This is an optimization exercise on Yosys and OpenROAD, whose aim is small area, a short achievable clock period and few clock cycles, not a production implementation. In this exercise RTL edits were held to simulation tests only and were not proved equivalent to the original. Power and IR drop assume default switching activity.

Setup of S:
## dict_compress
module dict_compress (
    input  wire       clk,
    input  wire       rst,         
    input  wire       start,       
    output wire [1:0] status,      
    output wire [2:0] err,         
    input  wire       in_valid,
    input  wire       in_end,      
    input  wire [7:0] in_data,
    output wire       in_ready,
    output wire       out_valid,
    output wire [7:0] out_data,
    input  wire       out_ready
);
Size: ~740 flip-flops.
==> flow/config.mk <==
export PLATFORM = sky130hd
export DESIGN_NAME = dict_compress
export DESIGN_NICKNAME = dict_compress
export VERILOG_FILES = /design/flow/design.v
export SDC_FILE = /design/flow/constraint.sdc
export NUM_CORES = 4
export LEC_CHECK = 0
export CAP_MARGIN = 20
export CORE_MARGIN = 2
export CORE_UTILIZATION = 40
export CTS_CLUSTER_DIAMETER = 100
export CTS_CLUSTER_SIZE = 20
export PLACE_DENSITY = 0.6
export SLEW_MARGIN = 20
==> flow/constraint.sdc <==
create_clock -name core_clock -period 12.5 [get_ports {clk}]
set_input_delay 2.5000 -clock core_clock [delete_from_list [all_inputs] [get_ports {clk}]]
set_output_delay 2.5000 -clock core_clock [all_outputs]
set_load 0.01 [all_outputs]
standard.sh (not shown) runs the stock make flow with config.mk's settings and CLKGATE_MAP_FILE= SYNTH_SCRIPT=/design/flow/synth_recipe.tcl, a recipe that flattens the netlist after the stock synthesis.
==> flow/flow/run.sh <==
#!/bin/bash
set -euo pipefail
bash standard.sh SETUP_SLACK_MARGIN=8.7 finish > standard_flow.log 2>&1
Testbench counts of S, summed over its fixed seeds: cycles 14,320.
For R, these inputs were changed with respect to S:
--- a/flow/design.v
+++ b/flow/design.v
@@ -128,48 +128,45 @@
         for (i = 0; i < 8; i = i + 1)
             dxg[i] = |dx[8*i +: 8];
         dng = 3'd0;
         for (i = 7; i >= 0; i = i - 1)
             if (dxg[i]) dng = i[2:0];
         dxr = dx[{dng, 3'd0} +: 8];
         dnc = 3'd0;
         for (i = 7; i >= 0; i = i - 1)
             if (dxr[i]) dnc = i[2:0];
     end
     wire [5:0] dnext = {dng, dnc};
-    reg  [7:0] rd_row;             
+    reg  [2:0] rd_row;             
     reg [63:0] rrow;
     reg [47:0] row;
     always @(*) begin
-        rrow = 64'd0;
-        for (j = 0; j < 8; j = j + 1)
-            for (i = 0; i < 8; i = i + 1)
-                rrow[i*8 +: 8] = rrow[i*8 +: 8] | (slot[8*j + i] & {8{rd_row[j]}});
         for (i = 0; i < 8; i = i + 1) begin
+            rrow[i*8 +: 8] = slot[{rd_row, i[2:0]}];
             row[i*6 +: 6] = (((r < cnt_in[6:3]) || (r == cnt_in[6:3] && i < cnt_in[2:0])) &&
                              (r != 4'd0 || i != 0))
                             ? rrow[i*8 +: 6] : 6'd0;
         end
     end
     wire [7:0] dbyte = rrow[{dpos[2:0], 3'd0} +: 8];
     reg [7:0] cbyte;
     always @(*) begin
         cbyte = 8'd0;
         pos   = 0;
         for (w = 1; w <= 6; w = w + 1)
             for (mm = 0; mm < w; mm = mm + 1)
-                for (t = 0; t < 8; t = t + 1) begin
-                    pos = 8 * mm + t;
-                    cbyte[7 - t] = cbyte[7 - t] |
-                        (cw == w && m == mm && row[(pos / w) * 6 + (w - 1 - pos % w)]);
-                end
+                if (cw == w && m == mm)
+                    for (t = 0; t < 8; t = t + 1) begin
+                        pos = 8 * mm + t;
+                        cbyte[7 - t] = row[(pos / w) * 6 + (w - 1 - pos % w)];
+                    end
     end
     wire [5:0] m8p5      = {m, 3'b101};
     wire       last_code = (r > cnt_in[6:3]) || ((r == cnt_in[6:3]) && (m8p5 >= p_r));
     wire       row_end   = (m == cw - 3'd1);
     always @(posedge clk) begin
         p_r <= cw * cnt_in[2:0];
     end
     wire [7:0] pb_src   = ph_code ? cbyte : dbyte;
     wire [7:0] pbyte    = {carry, pb_src[7:3]};
     always @(posedge clk) begin
         s1_data <= in_data;
@@ -215,34 +212,34 @@
                     n  <= n + 7'd1;
                     cw <= cw_b;
                 end
             end
             if (v3)
                 len3 <= len3 + 7'd1;
             if (push) begin
                 carry <= pb_src[2:0];
                 if (!ph_code) begin
                     if ({1'b0, dj} == n - 7'd1) begin
                         ph_code <= 1'b1;
-                        rd_row  <= 8'd1;
+                        rd_row  <= 3'd0;
                     end else
-                        rd_row  <= 8'd1 << dnext[5:3];
+                        rd_row  <= dnext[5:3];
                     dj   <= dj + 6'd1;
                     dpos <= dnext;
                 end else begin
                     if (last_code)
                         prod <= 1'b0;
                     if (row_end) begin
                         m      <= 3'd0;
                         r      <= r + 4'd1;
-                        rd_row <= {rd_row[6:0], rd_row[7]};
+                        rd_row <= r[2:0] + 3'd1;
                     end else begin
                         m <= m + 3'd1;
                     end
                 end
             end
             if (!out_valid_r) begin
                 if (push) begin
                     out_data_r  <= pbyte;
                     out_valid_r <= 1'b1;
                 end
             end else if (!full_r) begin
@@ -262,18 +259,18 @@
             end
             if (go) begin
                 status_r   <= ST_BUSY;
                 err_r      <= 1'b0;
                 in_ready_r <= 1'b1;
                 cnt_in     <= 7'd0;
                 n          <= 7'd0;
                 len3       <= 7'd0;
                 cw         <= 3'd1;
                 dj         <= 6'd0;
                 dpos       <= 6'd0;
-                rd_row     <= 8'd1;
+                rd_row     <= 3'd0;
                 r          <= 4'd0;
                 m          <= 3'd0;
             end
         end
     end
 endmodule
Findings:
- Diff S and R: routability-driven placement congestion ratio higher in S
- R ended with more post-synthesis mux area share than S.
- Compared with S, R shows global-route usage higher by 4.2 points.
- R drops more vias than S.
- Sequential power: S vs R — no meaningful difference
- S has a lower final worst setup slack than R.
Testbench counts of R, summed over its fixed seeds: cycles 14,320.

========
dict_compress, a different RTL version from the one above (not shown whole).
Size: roughly 3400 cells after synthesis, roughly 750 flip-flops, about 29 I/O pins, about 0.041 mm2 of cells after synthesis.
clock: 12.5 ns
lec_check: 0
cap_margin: 20
core_margin: 2
core_utilization: 40
cts_cluster_diameter: 100
cts_cluster_size: 20
place_density: 0.6
slew_margin: 20
Scripts as last shown in full above: flow/flow/run.sh
Testbench counts at the start, summed over its fixed seeds: cycles 14,320.
Edit:
--- a/flow/design.v
+++ b/flow/design.v
@@ -40,13 +40,12 @@
     reg       s1_valid;
     reg [7:0] s1_data;
     reg  [7:0] slot [0:63];        
     reg [63:1] flag_r;
     wire [63:0] flag = {flag_r, 1'b1};    
     reg  [5:0] cum [1:7];
-    reg [6:0] len3;                
     reg [6:0] n;                   
     reg [2:0] cw;                  
     reg [5:0] pos2;                
     reg       v3;
     reg [7:0] d3;
     reg       miss3;
@@ -60,13 +59,13 @@
     reg [2:0]  prefa [0:63];       
     reg [1:0]  prefb [0:63];       
     reg [2:0]  pre2a;              
     reg [1:0]  pre2b;
     always @(*) begin
         for (i = 0; i < 64; i = i + 1)
-            mv[i] = slot[i] == s1_data && flag[i] && (i != 0 || len3 != 7'd0);
+            mv[i] = slot[i] == s1_data && flag[i] && (i != 0 || cnt_in[6:1] != 6'd0);
         for (i = 0; i < 8; i = i + 1)
             rowhit[i] = |mv[8*i +: 8];
         for (i = 0; i < 64; i = i + 8) begin
             prefa[i]     = 3'd0;
             prefa[i + 1] = {2'd0, flag[i]};
             prefa[i + 2] = {2'd0, flag[i]} + {2'd0, flag[i + 1]};
@@ -104,12 +103,13 @@
         for (i = 1; i < 8; i = i + 1)
             pcum = pcum | (cum[i] & {6{rh3[i]}});
     end
     wire [5:0] n3m1    = n3[5:0] - 6'd1;
     wire [5:0] rank    = fwd3 ? n3m1 : pcum + {3'd0, pre3a} + {4'd0, pre3b};
     wire [7:0] wr_data = {d3[7:6], miss3 ? d3[5:0] : rank};
+    wire [6:0] len3   = cnt_in - 7'd1 - {6'd0, s1_valid};
     wire [5:0] w_addr = v3 ? len3[5:0] : dpos;
     wire [7:0] w_data = v3 ? wr_data : {d3[7:6], dj};
     always @(posedge clk) begin
         if (s1_valid && cnt_in == 7'd1)
             slot[0] <= s1_data;
         for (i = 1; i < 64; i = i + 1)
@@ -236,14 +236,12 @@
                     pos2 <= cnt_in[5:0] - 6'd1;
                 if (miss) begin
                     n  <= n + 7'd1;
                     cw <= cw_b;
                 end
             end
-            if (v3)
-                len3 <= len3 + 7'd1;
             if (push) begin
                 carry <= pb_src[2:0];
                 if (!ph_code) begin
                     if ({1'b0, dj} == n - 7'd1) begin
                         ph_code <= 1'b1;
                         rd_row  <= 8'd1;
@@ -287,13 +285,12 @@
             if (go) begin
                 status_r   <= ST_BUSY;
                 err_r      <= 1'b0;
                 in_ready_r <= 1'b1;
                 cnt_in     <= 7'd0;
                 n          <= 7'd0;
-                len3       <= 7'd0;
                 cw         <= 3'd1;
                 dj         <= 6'd0;
                 dpos       <= 6'd0;
                 rd_row     <= 8'd1;
                 dcol       <= 8'd1;
                 r          <= 4'd0;
=>
- The new run completed without violations
- routed wire length rose by 4.2%
- hold slack gets worse by 0.0075 ns
- via count grows by 0.37%
- combinational power grows by 2.9%
- power barely changes
- final area is lower by 0.88%
- clock skew hardly moves
- utilization came out lower by 0.14 points
Testbench counts after the change, summed over its fixed seeds: cycles 14,320.

[separate check: timing with driven ports]
Ports are ideal in the flow. The routed layouts listed here were re-timed in OpenROAD.
Step 1 assumes that a clkbuf_16 drives the clock port and a buf_2 every other input.
Step 2 adds t to the input delays and takes it off the output delays; t is the mean of the earliest and latest rising clock arrival at the registers after step 1. Input paths then give back, and output paths get back, about the clock's delay inside the block.
a / b / c = ideal / step 1 / step 2; a / b = the first two.
| run | t (ns) | slack for setup (ns) | hold WS [ns] | worst data-port slew with drivers (ns) | pins driven straight from the clock port |
|---|---|---|---|---|---|
| S | 0.738 | 8.399 / 8.399 / 7.883 | 0.500 / 0.500 / 0.500 | 0.06 | 1 |
| R | 0.752 | 8.505 / 8.505 / 8.032 | 0.497 / 0.497 / 0.497 | 0.11 | 1 |
| the first run of note 2 | 0.696 | 8.576 / 8.576 / 8.081 | 0.490 / 0.490 / 0.490 | 0.04 | 1 |
| the second run of note 2 | 0.720 | 8.509 / 8.509 / 8.056 | 0.482 / 0.482 / 0.482 | 0.05 | 1 |
After both steps setup and hold are still met in every run listed. The setup slack of S, which loses most, moves by 0.000 ns with the drivers and by -0.516 ns with both steps.
